Source: an optimization exercise on an open RTL-to-GDS flow (aim: a short achievable clock period and few clock cycles). Production flows keep margins and buffers that such runs may drop. Function was checked by simulation only, so behaviour that the tests miss may differ from the original. Power and IR drop assume default switching activity.

==> job 1995: inputs <==
==> flow/design.v <==
module vm16_core (
    input  wire        clk,
    input  wire        rst,
    output reg         mem_valid,
    output reg         mem_we,
    output reg  [14:0] mem_addr,
    output reg  [15:0] mem_wdata,
    input  wire [15:0] mem_rdata,
    input  wire        mem_ready,
    output reg         out_valid,
    output reg  [7:0]  out_byte,
    output reg         retire_valid,
    output reg  [14:0] retire_pc,
    output reg         retire_we,
    output reg  [2:0]  retire_rd,
    output reg  [15:0] retire_wdata,
    output reg         halted,
    output reg         faulted
);
    localparam OP_LUI   = 3'd0;
    localparam OP_AUIPC = 3'd1;
    localparam OP_JALR  = 3'd2;
    localparam OP_BEQ   = 3'd3;
    localparam OP_LW    = 3'd4;
    localparam OP_SW    = 3'd5;
    localparam OP_ADDI  = 3'd6;
    localparam OP_MATH  = 3'd7;
    localparam ALT_ADD  = 3'd0;
    localparam ALT_SUB  = 3'd1;
    localparam ALT_SLL  = 3'd2;
    localparam ALT_SRL  = 3'd3;
    localparam ALT_NAND = 3'd4;
    localparam ALT_AND  = 3'd5;
    localparam ALT_OR   = 3'd6;
    localparam ALT_LT   = 3'd7;
    localparam CW = 4;                  
    localparam CN = 1 << CW;
    localparam TW = 15 - CW;            
    localparam BW = 2;                  
    localparam BN = 1 << BW;
    reg  [15:0] regs [1:7];   
    reg          c_v [0:CN-1];
    reg [TW-1:0] c_t [0:CN-1];
    reg [15:0]   c_d [0:CN-1];
    reg             b_v [0:BN-1];
    reg [14-BW:0]   b_t [0:BN-1];
    reg [14:0]      b_g [0:BN-1];
    reg  [14:0] fpc;          
    reg         iv;           
    reg  [15:0] ir;
    reg  [14:0] ipc;          
    reg         ip;           
    reg         ipj;          
    reg  [14:0] ipc1;         
    reg  [15:0] ilink;        
    reg  [15:0] a_rd;         
    reg  [15:0] a_r1;
    reg  [15:0] a_r2;
    reg         mvld;         
    reg         m_bus;        
    reg         m_sw;
    reg         m_fault;      
    reg         m_halt;       
    reg  [2:0]  m_rd;
    reg  [14:0] m_ea;
    reg  [14:0] m_pc;
    reg         m_we;         
    reg  [15:0] m_res;        
    reg         m_out;        
    reg  [7:0]  m_outb;       
    reg         bus_m;        
    wire stop = halted | faulted;
    wire [2:0]  op   = ir[2:0];
    wire [2:0]  rd   = ir[5:3];
    wire [2:0]  r1   = ir[8:6];
    wire [2:0]  alt  = ir[11:9];
    wire [2:0]  r2   = ir[15:13];
    wire [15:0] imu  = {ir[15:6], 6'b0};             
    wire [15:0] im7  = {{9{ir[15]}}, ir[15:9]};      
    wire [15:0] x_rd = a_rd;
    wire [15:0] x_r1 = a_r1;
    wire [15:0] x_r2 = a_r2;
    wire [14:0] pc_inc = ipc1;                       
    wire [15:0] link   = ilink;                      
    wire [15:0] ea     = x_r1 + im7;                 
    wire        ea_one = (x_r1 == (16'd1 - im7));
    wire [15:0] sum  = x_r1 + x_r2;
    wire [15:0] diff = x_r1 - x_r2;
    wire        big  = |x_r2[15:4];
    reg  [15:0] math_res;
    always @(*) begin
        case (alt)
            ALT_ADD:  math_res = sum;
            ALT_SUB:  math_res = diff;
            ALT_SLL:  math_res = big ? 16'd0 : (x_r1 << x_r2[3:0]);
            ALT_SRL:  math_res = big ? 16'd0 : (x_r1 >> x_r2[3:0]);
            ALT_NAND: math_res = ~(x_r1 & x_r2);
            ALT_AND:  math_res = x_r1 & x_r2;
            ALT_OR:   math_res = x_r1 | x_r2;
            default:  math_res = (x_r1 < x_r2) ? 16'd1 : 16'd0;
        endcase
    end
    reg [15:0] exec_res;
    reg        exec_we;
    always @(*) begin
        exec_res = 16'd0;
        exec_we  = 1'b0;
        case (op)
            OP_LUI:   begin exec_res = imu;                   exec_we = 1'b1; end
            OP_AUIPC: begin exec_res = {1'b0, pc_inc} + imu;  exec_we = 1'b1; end
            OP_JALR:  begin exec_res = link;                  exec_we = 1'b1; end
            OP_ADDI:  begin exec_res = ea;                    exec_we = 1'b1; end
            OP_MATH:  begin exec_res = math_res;              exec_we = 1'b1; end
            default: ;
        endcase
    end
    wire [14:0] br_tgt  = pc_inc + im7[14:0];
    wire        jl_self = (rd != 3'd0) && (rd == r1);
    wire [14:0] jl_tgt  = (jl_self ? link[14:0] : x_r1[14:0]) + im7[14:0];
    wire        taken   = (x_rd == x_r1);
    wire        is_jalr = (op == OP_JALR);
    wire        is_beq  = (op == OP_BEQ);
    wire [14:0] npc     = is_jalr ? jl_tgt : (is_beq && taken) ? br_tgt : pc_inc;
    wire [14:0] fpc_im  = fpc - im7[14:0];
    wire        jl_ok   = ipj && (jl_self ? (link[14:0] == fpc_im) : (x_r1[14:0] == fpc_im));
    wire        redirect = (is_jalr && !jl_ok) || (is_beq && (taken != ip));
    wire is_mem  = (op == OP_LW) || (op == OP_SW);
    wire port_st = (op == OP_SW) && ea_one;
    wire to_m    = is_mem && !port_st;               
    wire rd_used = is_beq;    
    wire r1_used = !(op == OP_LUI || op == OP_AUIPC);
    wire r2_used = (op == OP_MATH);
    wire m_fin   = mvld && (!m_bus || mem_ready);    
    wire m_wr    = mvld && m_bus && !m_sw && mem_ready && (m_rd != 3'd0);
    wire use_ld  = mvld && m_bus && !m_sw && (m_rd != 3'd0) &&
                   ((rd_used && rd == m_rd) || (r1_used && r1 == m_rd) ||
                    (r2_used && r2 == m_rd));
    wire st_ir   = mvld && m_bus && m_sw && (ipc == m_ea);
    wire patch   = st_ir && iv && mem_ready;
    wire ex      = iv && !stop && (!mvld || m_fin) && !use_ld && !st_ir
                   && !(mvld && (m_fault || m_halt));
    wire e_wr    = ex && exec_we && (rd != 3'd0);    
    wire [15:0] sw_data = (m_wr && rd == m_rd) ? mem_rdata : x_rd;
    wire e_fault = ex && to_m && ea[15];
    wire e_bus   = ex && to_m && !ea[15];
    wire [CW-1:0] f_idx  = fpc[CW-1:0];
    wire          c_hit  = c_v[f_idx] && (c_t[f_idx] == fpc[14:CW]) &&
                           !(m_sw && m_ea == fpc);
    wire [15:0]   fw     = bus_m ? c_d[f_idx] : mem_rdata;    
    wire          f_acc  = !stop && (!iv || ex);             
    wire          got    = f_acc && (bus_m ? c_hit : mem_ready);
    wire          c_fill = !bus_m && mem_valid && mem_ready;
    wire [14:0] fpc_inc = fpc + 15'd1;
    wire [15:0] fpc_lnk = {1'b0, fpc_inc} + 16'd1;
    wire        f_bwd   = !bus_m && (mem_rdata[2:0] == OP_BEQ) && mem_rdata[15];
    wire [7:0]  f_lo    = {1'b0, fpc_inc[6:0]} + {1'b0, mem_rdata[15:9]};
    wire [7:0]  f_hi0   = fpc_inc[14:7] - 8'd1;
    wire [14:0] f_tgt   = {f_lo[7] ? fpc_inc[14:7] : f_hi0, f_lo[6:0]};
    wire [BW-1:0] b_idx = fpc[BW-1:0];
    wire        f_jmp   = (fw[2:0] == OP_JALR) && b_v[b_idx] && (b_t[b_idx] == fpc[14:BW]);
    wire [15:0] nw    = patch ? mem_wdata : fw;
    wire [2:0]  nw_rd = nw[5:3];
    wire [2:0]  nw_r1 = nw[8:6];
    wire [2:0]  nw_r2 = nw[15:13];
    function [15:0] rf_read(input [2:0] n);
        rf_read = (n == 3'd0) ? 16'd0 : regs[n];
    endfunction
    function [15:0] opnd(input [2:0] n);
        if (e_wr && rd == n)
            opnd = exec_res;
        else if (m_wr && m_rd == n)
            opnd = mem_rdata;
        else
            opnd = rf_read(n);
    endfunction
    reg [14:0] n_fpc;
    always @(*) begin
        if (patch)
            n_fpc = ipc1;
        else if (ex && redirect)
            n_fpc = npc;
        else if (got)
            n_fpc = f_jmp ? b_g[b_idx] : f_bwd ? f_tgt : fpc_inc;
        else
            n_fpc = fpc;
    end
    wire m_stay  = mvld && m_bus && !mem_ready;      
    wire halt_n  = halted | (m_fin && m_halt);
    wire fault_n = faulted | (m_fin && m_fault);
    integer i;
    always @(posedge clk) begin
        if (m_fin) begin
            retire_pc    <= m_pc;
            retire_we    <= m_we;
            retire_rd    <= m_rd;
            retire_wdata <= (m_bus && !m_sw) ? mem_rdata : m_res;
            out_byte     <= m_outb;
        end
        if (m_wr)
            regs[m_rd] <= mem_rdata;
        if (e_wr)
            regs[rd] <= exec_res;
        if (c_fill) begin
            c_t[f_idx] <= fpc[14:CW];
            c_d[f_idx] <= mem_rdata;
        end
        if (bus_m && m_sw && mem_ready && c_t[m_ea[CW-1:0]] == m_ea[14:CW])
            c_d[m_ea[CW-1:0]] <= mem_wdata;
        if (ex) begin
            m_bus   <= to_m && !ea[15];
            m_sw    <= (op == OP_SW);
            m_fault <= to_m && ea[15];
            m_halt  <= !(to_m && ea[15]) && (npc == 15'd0);
            m_rd    <= rd;
            m_ea    <= ea[14:0];
            m_pc    <= ipc;
            m_we    <= (exec_we || op == OP_LW) && (rd != 3'd0);
            m_res   <= exec_res;
            m_out   <= port_st && (sw_data != 16'd0);
            m_outb  <= sw_data[7:0];
            if (to_m)
                mem_wdata <= sw_data;
        end
        if (got) begin
            ir    <= fw;
            ipc   <= fpc;
            ip    <= f_bwd;
            ipj   <= f_jmp;
            ipc1  <= fpc_inc;
            ilink <= fpc_lnk;
        end
        if (patch) begin
            ir  <= mem_wdata;
            ip  <= 1'b0;
            ipj <= 1'b0;
        end
        if (ex && is_jalr) begin
            b_t[ipc[BW-1:0]] <= ipc[14:BW];
            b_g[ipc[BW-1:0]] <= jl_tgt;
        end
        if (got || patch) begin
            a_rd <= opnd(nw_rd);
            a_r1 <= opnd(nw_r1);
            a_r2 <= opnd(nw_r2);
        end else if (m_wr) begin
            if (rd == m_rd) a_rd <= mem_rdata;
            if (r1 == m_rd) a_r1 <= mem_rdata;
            if (r2 == m_rd) a_r2 <= mem_rdata;
        end
        if (rst) begin
            for (i = 0; i < CN; i = i + 1)
                c_v[i] <= 1'b0;
            for (i = 0; i < BN; i = i + 1)
                b_v[i] <= 1'b0;
            fpc          <= 15'h0010;
            iv           <= 1'b0;
            mvld         <= 1'b0;
            bus_m        <= 1'b0;
            halted       <= 1'b0;
            faulted      <= 1'b0;
            retire_valid <= 1'b0;
            out_valid    <= 1'b0;
            mem_valid    <= 1'b1;
            mem_we       <= 1'b0;
            mem_addr     <= 15'h0010;
        end else begin
            if (c_fill)
                c_v[f_idx] <= 1'b1;
            if (ex && is_jalr)
                b_v[ipc[BW-1:0]] <= 1'b1;
            retire_valid <= m_fin && !m_fault;
            out_valid    <= m_fin && m_out;
            halted       <= halt_n;
            faulted      <= fault_n;
            fpc          <= n_fpc;
            if (ex || m_fin)
                mvld <= ex;
            bus_m        <= m_stay || e_bus;
            if (got)
                iv <= !(ex && redirect);
            else if (ex)
                iv <= 1'b0;
            mem_valid <= m_stay || e_bus || !(halt_n || fault_n);
            if (m_stay) begin
                mem_we   <= m_sw;
                mem_addr <= m_ea;
            end else if (e_bus) begin
                mem_we   <= (op == OP_SW);
                mem_addr <= ea[14:0];
            end else begin
                mem_we   <= 1'b0;
                mem_addr <= n_fpc;
            end
        end
    end
endmodule
==> flow/flow/run.sh <==
#!/bin/bash
set -euo pipefail
bash standard.sh SETUP_SLACK_MARGIN=7.0 finish > standard_flow.log 2>&1
==> flow/standard.sh <==
#!/bin/bash
# synth_recipe.tcl (not shown) runs the flow's synth.tcl, then flattens the netlist and writes it again
# the make line also repeats each setting of config.mk as NAME=value (left out here)
make -C /OpenROAD-flow-scripts/flow DESIGN_CONFIG=/design/flow/config.mk WORK_HOME=/design/flow/orfs CLKGATE_MAP_FILE= SYNTH_SCRIPT=/design/flow/synth_recipe.tcl "${@:-finish}"
==> flow/config.mk <==
export PLATFORM = sky130hd
export DESIGN_NAME = vm16_core
export DESIGN_NICKNAME = vm16_core
export VERILOG_FILES = /design/flow/design.v
export SDC_FILE = /design/flow/constraint.sdc
export NUM_CORES = 4
export LEC_CHECK = 0
export ABC_CLOCK_PERIOD_IN_PS = 2500
export CAP_MARGIN = 20
export CORE_MARGIN = 2
export CORE_UTILIZATION = 40
export SLEW_MARGIN = 20
==> flow/constraint.sdc <==
create_clock -name core_clock -period 10.0 [get_ports {clk}]
set_input_delay 2.0000 -clock core_clock [delete_from_list [all_inputs] [get_ports {clk}]]
set_output_delay 2.0000 -clock core_clock [all_outputs]
set_load 0.01 [all_outputs]
==> job 9361 (differences from job 1995) <==
==> flow/design.v, changed modules only <==
module vm16_core (
    input  wire        clk,
    input  wire        rst,
    output reg         mem_valid,
    output reg         mem_we,
    output reg  [14:0] mem_addr,
    output reg  [15:0] mem_wdata,
    input  wire [15:0] mem_rdata,
    input  wire        mem_ready,
    output reg         out_valid,
    output reg  [7:0]  out_byte,
    output reg         retire_valid,
    output reg  [14:0] retire_pc,
    output reg         retire_we,
    output reg  [2:0]  retire_rd,
    output reg  [15:0] retire_wdata,
    output reg         halted,
    output reg         faulted
);
    localparam OP_LUI   = 3'd0;
    localparam OP_AUIPC = 3'd1;
    localparam OP_JALR  = 3'd2;
    localparam OP_BEQ   = 3'd3;
    localparam OP_LW    = 3'd4;
    localparam OP_SW    = 3'd5;
    localparam OP_ADDI  = 3'd6;
    localparam OP_MATH  = 3'd7;
    localparam ALT_ADD  = 3'd0;
    localparam ALT_SUB  = 3'd1;
    localparam ALT_SLL  = 3'd2;
    localparam ALT_SRL  = 3'd3;
    localparam ALT_NAND = 3'd4;
    localparam ALT_AND  = 3'd5;
    localparam ALT_OR   = 3'd6;
    localparam ALT_LT   = 3'd7;
    localparam CW = 4;                  
    localparam CN = 1 << CW;
    localparam TW = 15 - CW;            
    localparam BW = 3;                  
    localparam BN = 1 << BW;
    reg  [15:0] regs [1:7];   
    reg          c_v [0:CN-1];
    reg [TW-1:0] c_t [0:CN-1];
    reg [15:0]   c_d [0:CN-1];
    reg             b_v [0:BN-1];
    reg [14-BW:0]   b_t [0:BN-1];
    reg [14:0]      b_g [0:BN-1];
    reg  [14:0] fpc;          
    reg         iv;           
    reg  [15:0] ir;
    reg  [14:0] ipc;          
    reg         ipj;          
    reg  [14:0] btgt;         
    reg  [14:0] ipc1;         
    reg  [15:0] ilink;        
    reg         ijs;          
    reg  [14:0] iltgt;        
    reg  [15:0] a_rd;         
    reg  [15:0] a_r1;
    reg  [15:0] a_r2;
    reg         mvld;         
    reg         m_bus;        
    reg         m_sw;
    reg         m_fault;      
    reg         m_halt;       
    reg  [2:0]  m_rd;
    reg  [14:0] m_ea;
    reg  [14:0] m_pc;
    reg         m_we;         
    reg  [15:0] m_res;        
    reg         m_out;        
    reg  [7:0]  m_outb;       
    reg         bus_m;        
    reg         c_pv;         
    reg  [15:0] c_pd;         
    reg         c_seq;        
    reg         c_cv;         
    reg  [15:0] c_cd;         
    reg         c_stay;       
    wire stop = halted | faulted;
    wire [2:0]  op   = ir[2:0];
    wire [2:0]  rd   = ir[5:3];
    wire [2:0]  r1   = ir[8:6];
    wire [2:0]  alt  = ir[11:9];
    wire [2:0]  r2   = ir[15:13];
    wire [15:0] imu  = {ir[15:6], 6'b0};             
    wire [15:0] im7  = {{9{ir[15]}}, ir[15:9]};      
    wire [15:0] x_rd = a_rd;
    wire [15:0] x_r1 = a_r1;
    wire [15:0] x_r2 = a_r2;
    wire [14:0] pc_inc = ipc1;                       
    wire [15:0] link   = ilink;                      
    wire [15:0] ea     = x_r1 + im7;                 
    wire        ea_one = (x_r1 == (16'd1 - im7));
    wire [15:0] sum  = x_r1 + x_r2;
    wire [15:0] diff = x_r1 - x_r2;
    wire        big  = |x_r2[15:4];
    reg  [15:0] math_res;
    always @(*) begin
        case (alt)
            ALT_ADD:  math_res = sum;
            ALT_SUB:  math_res = diff;
            ALT_SLL:  math_res = big ? 16'd0 : (x_r1 << x_r2[3:0]);
            ALT_SRL:  math_res = big ? 16'd0 : (x_r1 >> x_r2[3:0]);
            ALT_NAND: math_res = ~(x_r1 & x_r2);
            ALT_AND:  math_res = x_r1 & x_r2;
            ALT_OR:   math_res = x_r1 | x_r2;
            default:  math_res = (x_r1 < x_r2) ? 16'd1 : 16'd0;
        endcase
    end
    reg [15:0] exec_res;
    reg        exec_we;
    always @(*) begin
        exec_res = 16'd0;
        exec_we  = 1'b0;
        case (op)
            OP_LUI:   begin exec_res = imu;                   exec_we = 1'b1; end
            OP_AUIPC: begin exec_res = {1'b0, pc_inc} + imu;  exec_we = 1'b1; end
            OP_JALR:  begin exec_res = link;                  exec_we = 1'b1; end
            OP_ADDI:  begin exec_res = ea;                    exec_we = 1'b1; end
            OP_MATH:  begin exec_res = math_res;              exec_we = 1'b1; end
            default: ;
        endcase
    end
    wire [14:0] br_tgt  = btgt;
    wire        jl_self = ijs;
    wire [14:0] jl_tgt  = jl_self ? iltgt : x_r1[14:0] + im7[14:0];
    wire        taken   = (x_rd == x_r1);
    wire        is_jalr = (op == OP_JALR);
    wire        is_beq  = (op == OP_BEQ);
    wire [14:0] npc     = is_jalr ? jl_tgt : (is_beq && taken) ? br_tgt : pc_inc;
    wire [14:0] fpc_im  = fpc - im7[14:0];
    wire        jl_ok   = ipj && (jl_self ? (iltgt == fpc) : (x_r1[14:0] == fpc_im));
    wire        bt_ok   = ipj && (btgt == fpc);
    wire        redirect = (is_jalr && !jl_ok) || (is_beq && (taken ? !bt_ok : ipj));
    wire is_mem  = (op == OP_LW) || (op == OP_SW);
    wire port_st = (op == OP_SW) && ea_one;
    wire to_m    = is_mem && !port_st;               
    wire rd_used = is_beq;    
    wire r1_used = !(op == OP_LUI || op == OP_AUIPC);
    wire r2_used = (op == OP_MATH);
    wire m_fin   = mvld && (!m_bus || mem_ready);    
    wire m_wr    = mvld && m_bus && !m_sw && mem_ready && (m_rd != 3'd0);
    wire use_ld  = mvld && m_bus && !m_sw && (m_rd != 3'd0) &&
                   ((rd_used && rd == m_rd) || (r1_used && r1 == m_rd) ||
                    (r2_used && r2 == m_rd));
    wire st_ir   = mvld && m_bus && m_sw && (ipc == m_ea);
    wire patch   = st_ir && iv && mem_ready;
    wire ex      = iv && !stop && (!mvld || m_fin) && !use_ld && !st_ir
                   && !(mvld && (m_fault || m_halt));
    wire e_wr    = ex && exec_we && (rd != 3'd0);    
    wire [15:0] sw_data = (m_wr && rd == m_rd) ? mem_rdata : x_rd;
    wire e_fault = ex && to_m && ea[15];
    wire e_bus   = ex && to_m && !ea[15];
    wire [CW-1:0] f_idx  = fpc[CW-1:0];
    wire          c_hit  = ((c_seq && c_pv) || (c_stay && c_cv)) &&
                           !(m_sw && m_ea == fpc);
    wire [15:0]   fw     = !bus_m ? mem_rdata : c_seq ? c_pd : c_cd;   
    wire          f_acc  = !stop && (!iv || ex);             
    wire          got    = f_acc && (bus_m ? c_hit : mem_ready);
    wire          c_fill = !bus_m && mem_valid && mem_ready;
    wire [14:0] fpc_inc = fpc + 15'd1;
    wire [CW-1:0] p_idx = fpc_inc[CW-1:0];
    wire [15:0] fpc_lnk = {1'b0, fpc_inc} + 16'd1;
    wire [14:0] f_tgt   = fpc_inc + {{8{fw[15]}}, fw[15:9]};
    wire [BW-1:0] b_idx = fpc[BW-1:0];
    wire        f_jmp   = ((fw[2:0] == OP_JALR) || (fw[2:0] == OP_BEQ)) &&
                          b_v[b_idx] && (b_t[b_idx] == fpc[14:BW]);
    wire [15:0] nw    = (st_ir && iv) ? mem_wdata : fw;
    wire [2:0]  nw_rd = nw[5:3];
    wire [2:0]  nw_r1 = nw[8:6];
    wire [2:0]  nw_r2 = nw[15:13];
    function [15:0] rf_read(input [2:0] n);
        rf_read = (n == 3'd0) ? 16'd0 : regs[n];
    endfunction
    function [15:0] opnd(input [2:0] n);
        if (e_wr && rd == n)
            opnd = exec_res;
        else if (m_wr && m_rd == n)
            opnd = mem_rdata;
        else
            opnd = rf_read(n);
    endfunction
    reg [14:0] n_fpc;
    always @(*) begin
        if (patch)
            n_fpc = ipc1;
        else if (ex && redirect)
            n_fpc = npc;
        else if (got)
            n_fpc = f_jmp ? b_g[b_idx] : fpc_inc;
        else
            n_fpc = fpc;
    end
    wire m_stay  = mvld && m_bus && !mem_ready;      
    wire halt_n  = halted | (m_fin && m_halt && !m_fault);
    wire fault_n = faulted | (m_fin && m_fault);
    integer i;
    always @(posedge clk) begin
        if (m_fin) begin
            retire_pc    <= m_pc;
            retire_we    <= m_we;
            retire_rd    <= m_rd;
            retire_wdata <= (m_bus && !m_sw) ? mem_rdata : m_res;
            out_byte     <= m_outb;
        end
        if (m_wr)
            regs[m_rd] <= mem_rdata;
        if (e_wr)
            regs[rd] <= exec_res;
        if (c_fill) begin
            c_t[f_idx] <= fpc[14:CW];
            c_d[f_idx] <= mem_rdata;
        end
        if (bus_m && m_sw && mem_ready && c_t[m_ea[CW-1:0]] == m_ea[14:CW])
            c_d[m_ea[CW-1:0]] <= mem_wdata;
        c_pd <= c_d[p_idx];
        c_cd <= c_fill ? mem_rdata : c_d[f_idx];
        if (ex) begin
            m_bus   <= to_m && !ea[15];
            m_sw    <= (op == OP_SW);
            m_fault <= to_m && ea[15];
            m_halt  <= is_jalr ? (jl_self ? (iltgt == 15'd0) : (x_r1[14:0] == -im7[14:0])) :
                       (is_beq && taken) ? (btgt == 15'd0) :
                       (ipc == 15'h7FFF);
            m_rd    <= rd;
            m_ea    <= ea[14:0];
            m_pc    <= ipc;
            m_we    <= (exec_we || op == OP_LW) && (rd != 3'd0);
            m_res   <= exec_res;
            m_out   <= port_st && (sw_data != 16'd0);
            m_outb  <= sw_data[7:0];
            if (to_m)
                mem_wdata <= sw_data;
        end
        if (got) begin
            ir    <= fw;
            ipc   <= fpc;
            ipj   <= f_jmp;
            btgt  <= f_tgt;
            ipc1  <= fpc_inc;
            ilink <= fpc_lnk;
            ijs   <= (fw[5:3] != 3'd0) && (fw[5:3] == fw[8:6]);
            iltgt <= fpc_lnk[14:0] + {{8{fw[15]}}, fw[15:9]};
        end
        if (patch) begin
            ir  <= mem_wdata;
            ipj <= 1'b0;
            btgt <= ipc1 + {{8{mem_wdata[15]}}, mem_wdata[15:9]};
            ijs   <= (mem_wdata[5:3] != 3'd0) && (mem_wdata[5:3] == mem_wdata[8:6]);
            iltgt <= ilink[14:0] + {{8{mem_wdata[15]}}, mem_wdata[15:9]};
        end
        if (ex && (is_jalr || (is_beq && taken && ir[15]))) begin
            b_t[ipc[BW-1:0]] <= ipc[14:BW];
            b_g[ipc[BW-1:0]] <= is_jalr ? jl_tgt : btgt;
        end
        if (got || patch) begin
            a_rd <= opnd(nw_rd);
            a_r1 <= opnd(nw_r1);
            a_r2 <= opnd(nw_r2);
        end else if (m_wr) begin
            if (rd == m_rd) a_rd <= mem_rdata;
            if (r1 == m_rd) a_r1 <= mem_rdata;
            if (r2 == m_rd) a_r2 <= mem_rdata;
        end
        if (rst) begin
            for (i = 0; i < CN; i = i + 1)
                c_v[i] <= 1'b0;
            for (i = 0; i < BN; i = i + 1)
                b_v[i] <= 1'b0;
            fpc          <= 15'h0010;
            iv           <= 1'b0;
            mvld         <= 1'b0;
            bus_m        <= 1'b0;
            c_pv         <= 1'b0;
            c_cv         <= 1'b0;
            halted       <= 1'b0;
            faulted      <= 1'b0;
            retire_valid <= 1'b0;
            out_valid    <= 1'b0;
            mem_valid    <= 1'b1;
            mem_we       <= 1'b0;
            mem_addr     <= 15'h0010;
        end else begin
            if (c_fill)
                c_v[f_idx] <= 1'b1;
            c_pv  <= c_v[p_idx] && (c_t[p_idx] == fpc_inc[14:CW]) &&
                     !(bus_m && m_sw && m_ea == fpc_inc);
            c_seq <= got && !patch && !(ex && redirect) && !f_jmp;
            c_cv  <= c_fill || (c_v[f_idx] && (c_t[f_idx] == fpc[14:CW]) &&
                                !(bus_m && m_sw && m_ea == fpc));
            c_stay <= !got && !patch && !(ex && redirect);
            if (ex && (is_jalr || (is_beq && taken && ir[15])))
                b_v[ipc[BW-1:0]] <= 1'b1;
            retire_valid <= m_fin && !m_fault;
            out_valid    <= m_fin && m_out;
            halted       <= halt_n;
            faulted      <= fault_n;
            fpc          <= n_fpc;
            if (ex || m_fin)
                mvld <= ex;
            bus_m        <= m_stay || e_bus;
            if (got)
                iv <= !(ex && redirect);
            else if (ex)
                iv <= 1'b0;
            mem_valid <= m_stay || e_bus || !(halt_n || fault_n);
            if (m_stay) begin
                mem_we   <= m_sw;
                mem_addr <= m_ea;
            end else if (e_bus) begin
                mem_we   <= (op == OP_SW);
                mem_addr <= ea[14:0];
            end else begin
                mem_we   <= 1'b0;
                mem_addr <= n_fpc;
            end
        end
    end
endmodule
==> flow/flow/run.sh (replaced) <==
#!/bin/bash
set -euo pipefail
bash standard.sh SETUP_SLACK_MARGIN=7.0 \
    "BUFFER_PORTS_ARGS=-buffer_cell sky130_fd_sc_hd__buf_4" \
    finish > standard_flow.log 2>&1
==> notes <==
Cell count: job 1995 is smaller than job 9361 (about 17%). Between job 1995 and job 9361, the lower combinational power is in job 1995 (gap 27%, measured against job 9361). Between job 9361 and job 1995, the lower total power is in job 1995 (gap 27%, measured against job 1995). Of job 1995 and job 9361, job 9361 has the higher sequential power (gap 18%, measured against job 9361).
Testbench counts of job 1995, summed over its fixed seeds: cycles 29,648.
Testbench counts of job 9361, summed over its fixed seeds: cycles 29,667.

[separate check: timing with driven ports]
The flow's constraints put no driver on any port. The routed layouts listed below were extracted and timed again, unchanged, in two steps. Step 1 sets driving cells, clkbuf_16 on the clock port and buf_2 on the other inputs (assumed; they add their load-dependent delay and slew). Step 2 adds t to the input delays and takes it off the output delays; t is the mean of the earliest and latest rising clock arrival at the registers after step 1. Input paths then give back, and output paths get back, about the clock's delay inside the block. Slacks: ideal ports / drivers / drivers and shift; pairs: ideal ports / drivers.
| run | t, ns | slack for setup (ns) | worst register clock-pin slew, ns | cell pins on the clock port's net |
|---|---|---|---|---|
| job 1995 | 0.809 | 5.733 / 5.733 / 4.988 | 0.07 / 0.07 | 1 |
| job 9361 | 0.868 | 5.823 / 5.849 / 4.981 | 0.09 / 0.09 | 1 |
After both steps setup and hold are still met in every run listed. For job 9361, which loses most, drivers alone change the setup slack by +0.026 ns; drivers and shift together by -0.842 ns.
